Background: an optimization exercise with open tools, aiming at small area and a short achievable clock period. Do not read the settings as production practice.
Power is estimated from default activity; no workload was simulated.

==> inputs of run A <==
==> flow/design.v <==
module glue_timer (
    input  wire       clk,
    input  wire       rst,         
    input  wire       wr_en,       
    input  wire [2:0] wr_off,      
    input  wire [7:0] wr_data,
    input  wire       tick,
    output wire [7:0] count,       
    output wire       irq
);
    reg [15:0] ticks;
    reg [7:0]  target;
    reg        paused;
    reg        irq_q;
    wire w_target = wr_en && wr_off == 3'd0;
    wire w_reset  = wr_en && wr_off == 3'd2;
    wire w_trig   = wr_en && wr_off == 3'd3;
    wire w_pause  = wr_en && wr_off == 3'd4;
    wire w_cont   = wr_en && wr_off == 3'd5;
    wire w_zero   = w_target || w_reset || w_trig;
    wire n_paused = w_pause || (paused && !(w_zero || w_cont));
    wire n_irq_w  = w_trig || (irq_q && !(w_target || w_reset || w_cont));
    wire do_tick  = tick && !n_paused;
    wire [15:0] t_inc;
    glue_inc #(.W(16), .G(4)) u_inc (.a(ticks), .ci(1'b1), .y(t_inc));
    wire        tz     = target == 8'd0;
    wire        fire_r = tz ? !t_inc[15] : (t_inc[7:0] == target);
    wire        wrap_r = fire_r && !tz;              
    wire        fire_z = w_target ? (wr_data[7:1] == 7'd0) : (target[7:1] == 7'd0);
    wire        one_z  = w_target ? (wr_data != 8'd1) : (target != 8'd1);
    always @(posedge clk) begin
        if (rst) begin
            ticks  <= 16'd0;
            target <= 8'd255;
            paused <= 1'b1;
            irq_q  <= 1'b0;
        end else begin
            if (w_target)
                target <= wr_data;
            paused <= n_paused;
            irq_q  <= n_irq_w || (do_tick && (w_zero ? fire_z : fire_r));
            if (w_zero)
                ticks <= {15'd0, do_tick && one_z};
            else if (do_tick)
                ticks <= wrap_r ? 16'd0 : t_inc;
        end
    end
    assign count = ticks[7:0];
    assign irq   = irq_q;
endmodule
module glue_inc #(
    parameter W = 16,
    parameter G = 4
) (
    input  wire [W-1:0] a,
    input  wire         ci,
    output wire [W-1:0] y
);
    localparam NG = (W + G - 1) / G;
    wire [NG-1:0] ones;      
    wire [NG-1:0] pg;        
    genvar g, i;
    generate
        for (g = 0; g < NG; g = g + 1) begin : grp
            if ((g + 1) * G <= W)
                assign ones[g] = &a[(g + 1) * G - 1 : g * G];
            else
                assign ones[g] = &a[W - 1 : g * G];
            if (g == 0)
                assign pg[g] = 1'b1;
            else
                assign pg[g] = &ones[g - 1 : 0];
        end
        for (i = 0; i < W; i = i + 1) begin : bits
            if (i % G == 0)
                assign y[i] = a[i] ^ (ci & pg[i / G]);
            else
                assign y[i] = a[i] ^ (ci & pg[i / G] & (&a[i - 1 : (i / G) * G]));
        end
    endgenerate
endmodule
module glue_disk (
    input  wire        clk,
    input  wire        rst,              
    input  wire        store_open,
    input  wire        store_writable,
    input  wire [40:0] store_size,
    input  wire        wr_en,            
    input  wire        rd_en,            
    input  wire [2:0]  off,              
    input  wire [7:0]  wr_data,
    output reg         status,           
    output reg         pos_in,           
    output wire [40:0] st_addr,
    output wire [7:0]  st_wdata
);
    localparam OK  = 1'b0;
    localparam NOK = 1'b1;
    reg [7:0]  param [0:3];
    reg [40:0] pos;
    wire [31:0] block    = {param[3], param[2], param[1], param[0]};
    wire [31:0] size_blk = store_size[40:9];
    wire        size_lo  = |store_size[8:0];
    wire        blk_gt, blk_lt;
    glue_cmp #(.W(32)) u_cmp (.a(block), .b(size_blk), .gt(blk_gt), .lt(blk_lt));
    wire        seek_le  = !blk_gt;
    wire        seek_lt  = blk_lt || (!blk_gt && size_lo);
    wire [40:0] cin_need = pos ^ store_size;
    wire [40:0] cout     = pos & ~store_size;
    wire        at_end   = cin_need[0] && !cout[40] &&
                           (cout[39:0] == cin_need[40:1]);
    wire is_data  = off == 3'd5;
    wire is_cmd   = off == 3'd0;
    wire data_rd  = rd_en && is_data;
    wire data_wr  = wr_en && is_data;
    wire xfer     = data_rd || data_wr;
    wire xfer_ok  = store_open && pos_in && (data_rd || store_writable);
    wire do_seek  = store_open && wr_en && is_cmd && wr_data == 8'h01;
    wire do_sel   = store_open && wr_en && is_cmd && wr_data == 8'h00;
    wire do_inc   = xfer && xfer_ok;
    wire [40:0] pos_add;
    glue_inc #(.W(41), .G(4)) u_inc (.a(pos), .ci(do_inc), .y(pos_add));
    assign st_addr  = pos;
    assign st_wdata = wr_data;
    always @(posedge clk) begin
        if (rst) begin
            status   <= store_open ? OK : NOK;
            param[0] <= 8'h00;
            param[1] <= 8'h00;
            param[2] <= 8'h00;
            param[3] <= 8'h00;
            pos      <= 41'd0;
            pos_in   <= |store_size;
        end else begin
            if (!store_open) begin
                if ((wr_en && off != 3'd6) || data_rd)
                    status <= NOK;
            end else if (do_sel) begin
                status <= OK;
            end else if (do_seek) begin
                status <= seek_le ? OK : NOK;
            end else if (xfer) begin
                status <= xfer_ok ? OK : NOK;
            end
            if (store_open && wr_en && off == 3'd1) param[0] <= wr_data;
            if (store_open && wr_en && off == 3'd2) param[1] <= wr_data;
            if (store_open && wr_en && off == 3'd3) param[2] <= wr_data;
            if (store_open && wr_en && off == 3'd4) param[3] <= wr_data;
            if (do_seek) begin
                pos    <= {block, 9'd0};
                pos_in <= seek_lt;
            end else begin
                pos    <= pos_add;
                if (do_inc)
                    pos_in <= !at_end;
            end
        end
    end
endmodule
module glue_cmp #(
    parameter W = 32
) (
    input  wire [W-1:0] a,
    input  wire [W-1:0] b,
    output wire         gt,
    output wire         lt
);
    reg [W-1:0] g, l;
    integer n, k;
    always @(*) begin
        g = a & ~b;
        l = ~a & b;
        for (n = W; n > 1; n = (n + 1) / 2)
            for (k = 0; k < (n + 1) / 2; k = k + 1)
                if (2 * k + 1 < n) begin
                    g[k] = g[2 * k + 1] | (!l[2 * k + 1] & g[2 * k]);
                    l[k] = l[2 * k + 1] | (!g[2 * k + 1] & l[2 * k]);
                end else begin
                    g[k] = g[2 * k];
                    l[k] = l[2 * k];
                end
    end
    assign gt = g[0];
    assign lt = l[0];
endmodule
module fuzix_glue (
    input  wire        clk,
    input  wire        rst,              
    input  wire        store_open,
    input  wire        store_writable,
    input  wire [40:0] store_size,
    input  wire        bus_valid,
    input  wire        bus_rd,           
    input  wire        bus_sync,         
    input  wire [15:0] bus_addr,
    input  wire [7:0]  bus_wdata,
    output reg         data_drive,       
    output reg  [7:0]  data_out,         
    input  wire        tick,
    output wire        irq,
    output wire        mem_re,
    output wire        mem_we,
    output wire [15:0] mem_addr,
    output wire [7:0]  mem_wdata,
    input  wire [7:0]  mem_rdata,
    output wire        st_re,
    output wire        st_we,
    output wire [40:0] st_addr,
    output wire [7:0]  st_wdata,
    input  wire [7:0]  st_rdata
);
    wire hi_fe   = bus_addr[15:8] == 8'hFE;
    wire in_disk  = hi_fe && bus_addr[7:3] == 5'b01100 && bus_addr[2:0] != 3'd7;
    wire in_timer = hi_fe && bus_addr[7:3] == 5'b10000 && !(bus_addr[2] && bus_addr[1]);
    wire in_mem   = !in_disk && !in_timer;
    wire [2:0] off = bus_addr[2:0];
    wire cyc = bus_valid && !rst;
    wire rd  = cyc && bus_rd;
    wire wr  = cyc && !bus_rd;
    wire pos_in;
    glue_strobe u_strobe (
        .rst            (rst),
        .bus_valid      (bus_valid),
        .bus_rd         (bus_rd),
        .bus_addr       (bus_addr),
        .store_open     (store_open),
        .store_writable (store_writable),
        .pos_in         (pos_in),
        .mem_re         (mem_re),
        .mem_we         (mem_we),
        .st_re          (st_re),
        .st_we          (st_we)
    );
    assign mem_addr  = bus_addr;
    assign mem_wdata = bus_wdata;
    wire [7:0] timer_count;
    glue_timer u_timer (
        .clk     (clk),
        .rst     (rst),
        .wr_en   (wr && in_timer),
        .wr_off  (off),
        .wr_data (bus_wdata),
        .tick    (tick),
        .count   (timer_count),
        .irq     (irq)
    );
    wire       disk_status;
    glue_disk u_disk (
        .clk            (clk),
        .rst            (rst),
        .store_open     (store_open),
        .store_writable (store_writable),
        .store_size     (store_size),
        .wr_en          (wr && in_disk),
        .rd_en          (rd && in_disk),
        .off            (off),
        .wr_data        (bus_wdata),
        .status         (disk_status),
        .pos_in         (pos_in),
        .st_addr        (st_addr),
        .st_wdata       (st_wdata)
    );
    reg [7:0] rdata;
    always @(*) begin
        if (in_disk) begin
            if (off == 3'd6)
                rdata = {7'd0, disk_status};
            else if (off == 3'd5 && store_open && pos_in)
                rdata = st_rdata;
            else
                rdata = 8'h00;
        end else if (in_timer)
            rdata = (off == 3'd1) ? timer_count : 8'h00;
        else
            rdata = mem_rdata;
    end
    always @(posedge clk) begin
        if (rst)
            data_drive <= 1'b0;
        else if (bus_valid)
            data_drive <= bus_rd;
        if (rd)
            data_out <= rdata;
    end
endmodule
module glue_strobe (
    input  wire        rst,
    input  wire        bus_valid,
    input  wire        bus_rd,
    input  wire [15:0] bus_addr,
    input  wire        store_open,
    input  wire        store_writable,
    input  wire        pos_in,
    output wire        mem_re,
    output wire        mem_we,
    output wire        st_re,
    output wire        st_we
);
    wire hi_fe    = bus_addr[15:8] == 8'hFE;
    wire in_disk  = hi_fe && bus_addr[7:3] == 5'b01100 && bus_addr[2:0] != 3'd7;
    wire in_timer = hi_fe && bus_addr[7:3] == 5'b10000 && !(bus_addr[2] && bus_addr[1]);
    wire is_data  = hi_fe && bus_addr[7:0] == 8'h65;
    wire cyc      = bus_valid && !rst;
    wire xfer     = cyc && is_data && store_open && pos_in;
    assign mem_re = cyc && bus_rd && !in_disk && !in_timer;
    assign mem_we = cyc && !bus_rd && !in_disk && !in_timer;
    assign st_re  = xfer && bus_rd;
    assign st_we  = xfer && !bus_rd && store_writable;
endmodule
==> flow/flow/run.sh <==
#!/bin/bash
# Own flow: the standard layout (standard.sh, unchanged synthesis and
# steps), except that the port buffers are the small sky130_fd_sc_hd__buf_1
# instead of the default delay-cell buffer; repair_design/repair_timing
# resize them afterwards wherever timing or slew needs it.
set -euo pipefail
export BUFFER_PORTS_ARGS="-buffer_cell sky130_fd_sc_hd__buf_1"
bash standard.sh > standard.log 2>&1
==> flow/standard.sh <==
#!/bin/bash
# synth_recipe.tcl (not shown) runs the flow's synth.tcl, then flattens the netlist and writes it again
# the make line also repeats each setting of config.mk as NAME=value (left out here)
make -C /OpenROAD-flow-scripts/flow DESIGN_CONFIG=/design/flow/config.mk WORK_HOME=/design/flow/orfs CLKGATE_MAP_FILE= SYNTH_SCRIPT=/design/flow/synth_recipe.tcl "${@:-finish}"
==> flow/config.mk <==
export PLATFORM = sky130hd
export DESIGN_NAME = fuzix_glue
export DESIGN_NICKNAME = fuzix_glue
export VERILOG_FILES = /design/flow/design.v
export SDC_FILE = /design/flow/constraint.sdc
export NUM_CORES = 4
export LEC_CHECK = 0
export CAP_MARGIN = 20
export CORE_MARGIN = 2
export CORE_UTILIZATION = 50
export SETUP_SLACK_MARGIN = 1.8
export SLEW_MARGIN = 20
==> flow/constraint.sdc <==
create_clock -name core_clock -period 4.5 [get_ports {clk}]
set_input_delay 0.9000 -clock core_clock [delete_from_list [all_inputs] [get_ports {clk}]]
set_output_delay 0.9000 -clock core_clock [all_outputs]
set_load 0.01 [all_outputs]
==> inputs of run D, as changes to run A <==
--- a/flow/design.v
+++ b/flow/design.v
@@ -23,9 +23,8 @@
     wire do_tick  = tick && !n_paused;
-    wire [15:0] t_inc;
-    glue_inc #(.W(16), .G(4)) u_inc (.a(ticks), .ci(1'b1), .y(t_inc));
-    wire        tz     = target == 8'd0;
-    wire        fire_r = tz ? !t_inc[15] : (t_inc[7:0] == target);
-    wire        wrap_r = fire_r && !tz;              
-    wire        fire_z = w_target ? (wr_data[7:1] == 7'd0) : (target[7:1] == 7'd0);
-    wire        one_z  = w_target ? (wr_data != 8'd1) : (target != 8'd1);
+    wire [15:0] t     = ticks + 16'd1;
+    wire [16:0] d     = {t[15], t} - {9'd0, target};
+    wire        fire1 = !d[16];
+    wire [7:0]  n_target = w_target ? wr_data : target;
+    wire        fire0    = n_target[7:1] == 7'd0;
+    wire        fire     = w_zero ? fire0 : fire1;
     always @(posedge clk) begin
@@ -37,10 +36,13 @@
         end else begin
-            if (w_target)
-                target <= wr_data;
+            target <= n_target;
             paused <= n_paused;
-            irq_q  <= n_irq_w || (do_tick && (w_zero ? fire_z : fire_r));
-            if (w_zero)
-                ticks <= {15'd0, do_tick && one_z};
-            else if (do_tick)
-                ticks <= wrap_r ? 16'd0 : t_inc;
+            irq_q  <= n_irq_w || (do_tick && fire);
+            if (do_tick) begin
+                if (w_zero)
+                    ticks <= {15'd0, !(fire0 && n_target[0])};
+                else
+                    ticks <= fire1 ? d[15:0] : t;
+            end else if (w_zero) begin
+                ticks <= 16'd0;
+            end
         end
@@ -49,33 +51,2 @@
     assign irq   = irq_q;
-endmodule
-module glue_inc #(
-    parameter W = 16,
-    parameter G = 4
-) (
-    input  wire [W-1:0] a,
-    input  wire         ci,
-    output wire [W-1:0] y
-);
-    localparam NG = (W + G - 1) / G;
-    wire [NG-1:0] ones;      
-    wire [NG-1:0] pg;        
-    genvar g, i;
-    generate
-        for (g = 0; g < NG; g = g + 1) begin : grp
-            if ((g + 1) * G <= W)
-                assign ones[g] = &a[(g + 1) * G - 1 : g * G];
-            else
-                assign ones[g] = &a[W - 1 : g * G];
-            if (g == 0)
-                assign pg[g] = 1'b1;
-            else
-                assign pg[g] = &ones[g - 1 : 0];
-        end
-        for (i = 0; i < W; i = i + 1) begin : bits
-            if (i % G == 0)
-                assign y[i] = a[i] ^ (ci & pg[i / G]);
-            else
-                assign y[i] = a[i] ^ (ci & pg[i / G] & (&a[i - 1 : (i / G) * G]));
-        end
-    endgenerate
 endmodule
@@ -92,4 +63,5 @@
     output reg         status,           
-    output reg         pos_in,           
     output wire [40:0] st_addr,
+    output wire        st_re,
+    output wire        st_we,
     output wire [7:0]  st_wdata
@@ -100,2 +72,3 @@
     reg [40:0] pos;
+    reg        pos_in;                   
     wire [31:0] block    = {param[3], param[2], param[1], param[0]};
@@ -103,10 +76,7 @@
     wire        size_lo  = |store_size[8:0];
-    wire        blk_gt, blk_lt;
-    glue_cmp #(.W(32)) u_cmp (.a(block), .b(size_blk), .gt(blk_gt), .lt(blk_lt));
-    wire        seek_le  = !blk_gt;
-    wire        seek_lt  = blk_lt || (!blk_gt && size_lo);
-    wire [40:0] cin_need = pos ^ store_size;
-    wire [40:0] cout     = pos & ~store_size;
-    wire        at_end   = cin_need[0] && !cout[40] &&
-                           (cout[39:0] == cin_need[40:1]);
+    wire        blk_lt   = block < size_blk;
+    wire        blk_eq   = block == size_blk;
+    wire        seek_le  = blk_lt || blk_eq;
+    wire        seek_lt  = blk_lt || (blk_eq && size_lo);
+    wire [40:0] pos_inc  = pos + 41'd1;
     wire is_data  = off == 3'd5;
@@ -120,5 +90,5 @@
     wire do_inc   = xfer && xfer_ok;
-    wire [40:0] pos_add;
-    glue_inc #(.W(41), .G(4)) u_inc (.a(pos), .ci(do_inc), .y(pos_add));
     assign st_addr  = pos;
+    assign st_re    = data_rd && xfer_ok;
+    assign st_we    = data_wr && xfer_ok;
     assign st_wdata = wr_data;
@@ -151,6 +121,5 @@
                 pos_in <= seek_lt;
-            end else begin
-                pos    <= pos_add;
-                if (do_inc)
-                    pos_in <= !at_end;
+            end else if (do_inc) begin
+                pos    <= pos_inc;
+                pos_in <= pos_inc != store_size;
             end
@@ -158,28 +127,2 @@
     end
-endmodule
-module glue_cmp #(
-    parameter W = 32
-) (
-    input  wire [W-1:0] a,
-    input  wire [W-1:0] b,
-    output wire         gt,
-    output wire         lt
-);
-    reg [W-1:0] g, l;
-    integer n, k;
-    always @(*) begin
-        g = a & ~b;
-        l = ~a & b;
-        for (n = W; n > 1; n = (n + 1) / 2)
-            for (k = 0; k < (n + 1) / 2; k = k + 1)
-                if (2 * k + 1 < n) begin
-                    g[k] = g[2 * k + 1] | (!l[2 * k + 1] & g[2 * k]);
-                    l[k] = l[2 * k + 1] | (!g[2 * k + 1] & l[2 * k]);
-                end else begin
-                    g[k] = g[2 * k];
-                    l[k] = l[2 * k];
-                end
-    end
-    assign gt = g[0];
-    assign lt = l[0];
 endmodule
@@ -219,16 +162,4 @@
     wire wr  = cyc && !bus_rd;
-    wire pos_in;
-    glue_strobe u_strobe (
-        .rst            (rst),
-        .bus_valid      (bus_valid),
-        .bus_rd         (bus_rd),
-        .bus_addr       (bus_addr),
-        .store_open     (store_open),
-        .store_writable (store_writable),
-        .pos_in         (pos_in),
-        .mem_re         (mem_re),
-        .mem_we         (mem_we),
-        .st_re          (st_re),
-        .st_we          (st_we)
-    );
+    assign mem_re    = rd && in_mem;
+    assign mem_we    = wr && in_mem;
     assign mem_addr  = bus_addr;
@@ -258,4 +189,5 @@
         .status         (disk_status),
-        .pos_in         (pos_in),
         .st_addr        (st_addr),
+        .st_re          (st_re),
+        .st_we          (st_we),
         .st_wdata       (st_wdata)
@@ -267,3 +199,3 @@
                 rdata = {7'd0, disk_status};
-            else if (off == 3'd5 && store_open && pos_in)
+            else if (off == 3'd5 && st_re)
                 rdata = st_rdata;
@@ -285,25 +217 @@
 endmodule
-module glue_strobe (
-    input  wire        rst,
-    input  wire        bus_valid,
-    input  wire        bus_rd,
-    input  wire [15:0] bus_addr,
-    input  wire        store_open,
-    input  wire        store_writable,
-    input  wire        pos_in,
-    output wire        mem_re,
-    output wire        mem_we,
-    output wire        st_re,
-    output wire        st_we
-);
-    wire hi_fe    = bus_addr[15:8] == 8'hFE;
-    wire in_disk  = hi_fe && bus_addr[7:3] == 5'b01100 && bus_addr[2:0] != 3'd7;
-    wire in_timer = hi_fe && bus_addr[7:3] == 5'b10000 && !(bus_addr[2] && bus_addr[1]);
-    wire is_data  = hi_fe && bus_addr[7:0] == 8'h65;
-    wire cyc      = bus_valid && !rst;
-    wire xfer     = cyc && is_data && store_open && pos_in;
-    assign mem_re = cyc && bus_rd && !in_disk && !in_timer;
-    assign mem_we = cyc && !bus_rd && !in_disk && !in_timer;
-    assign st_re  = xfer && bus_rd;
-    assign st_we  = xfer && !bus_rd && store_writable;
-endmodule
==> flow/run.sh (new file) <==
#!/bin/bash
# synth_recipe.tcl (not shown) runs the flow's synth.tcl, then flattens the netlist and writes it again
# the make line also repeats each setting of config.mk as NAME=value (left out here)
make -C /OpenROAD-flow-scripts/flow DESIGN_CONFIG=/design/flow/config.mk WORK_HOME=/design/flow/orfs CLKGATE_MAP_FILE= SYNTH_SCRIPT=/design/flow/synth_recipe.tcl finish
SETUP_SLACK_MARGIN = 1.6   (was 1.8)
removed: flow/flow/run.sh
removed: flow/standard.sh
==> notes <==
Between run A and run D, the lower synthesized area is in run A (gap 9.0%, measured against run D). Total power: run D is higher than run A (about 6%). Between run A and run D, the lower combinational power is in run A (gap 25%, measured against run D). In run A the die area is lower than in run D, by about 9%. Critical path depth: run D is higher than run A (1). In run D the fmax is lower than in run A, by about 10%. In run D the cell area is higher than in run A, by about 32%. Between run D and run A, the lower routed wire length is in run A (gap about 50%, measured against run A). Against run A, the cell count of run D is higher by 19%.
No run of this note included a check of the RTL's function; only the layout flow was run.

## afterwards: timing with drivers on the ports
Ports are ideal in the flow. The routed layouts listed here were re-timed in OpenROAD. Step 1 assumes that a clkbuf_16 drives the clock port and a buf_2 every other input. Step 2 times the ports against the registers' clock, not the clock port: input delays grow and output delays shrink by t, the midpoint of the rising clock arrivals with the driver on. Slacks: no drivers / after step 1 / after step 2; pairs: no drivers / after step 1.
run | t, ns | slack for setup (ns) | pins driven straight from the clock port
run A | 0.412 | 1.469 / 1.449 / 1.167 | 1
run D | 0.425 | 1.120 / 1.086 / 1.005 | 1
After both steps setup and hold are still met in every run listed. The setup slack of run A, which loses most, moves by -0.020 ns with the drivers and by -0.302 ns with both steps.
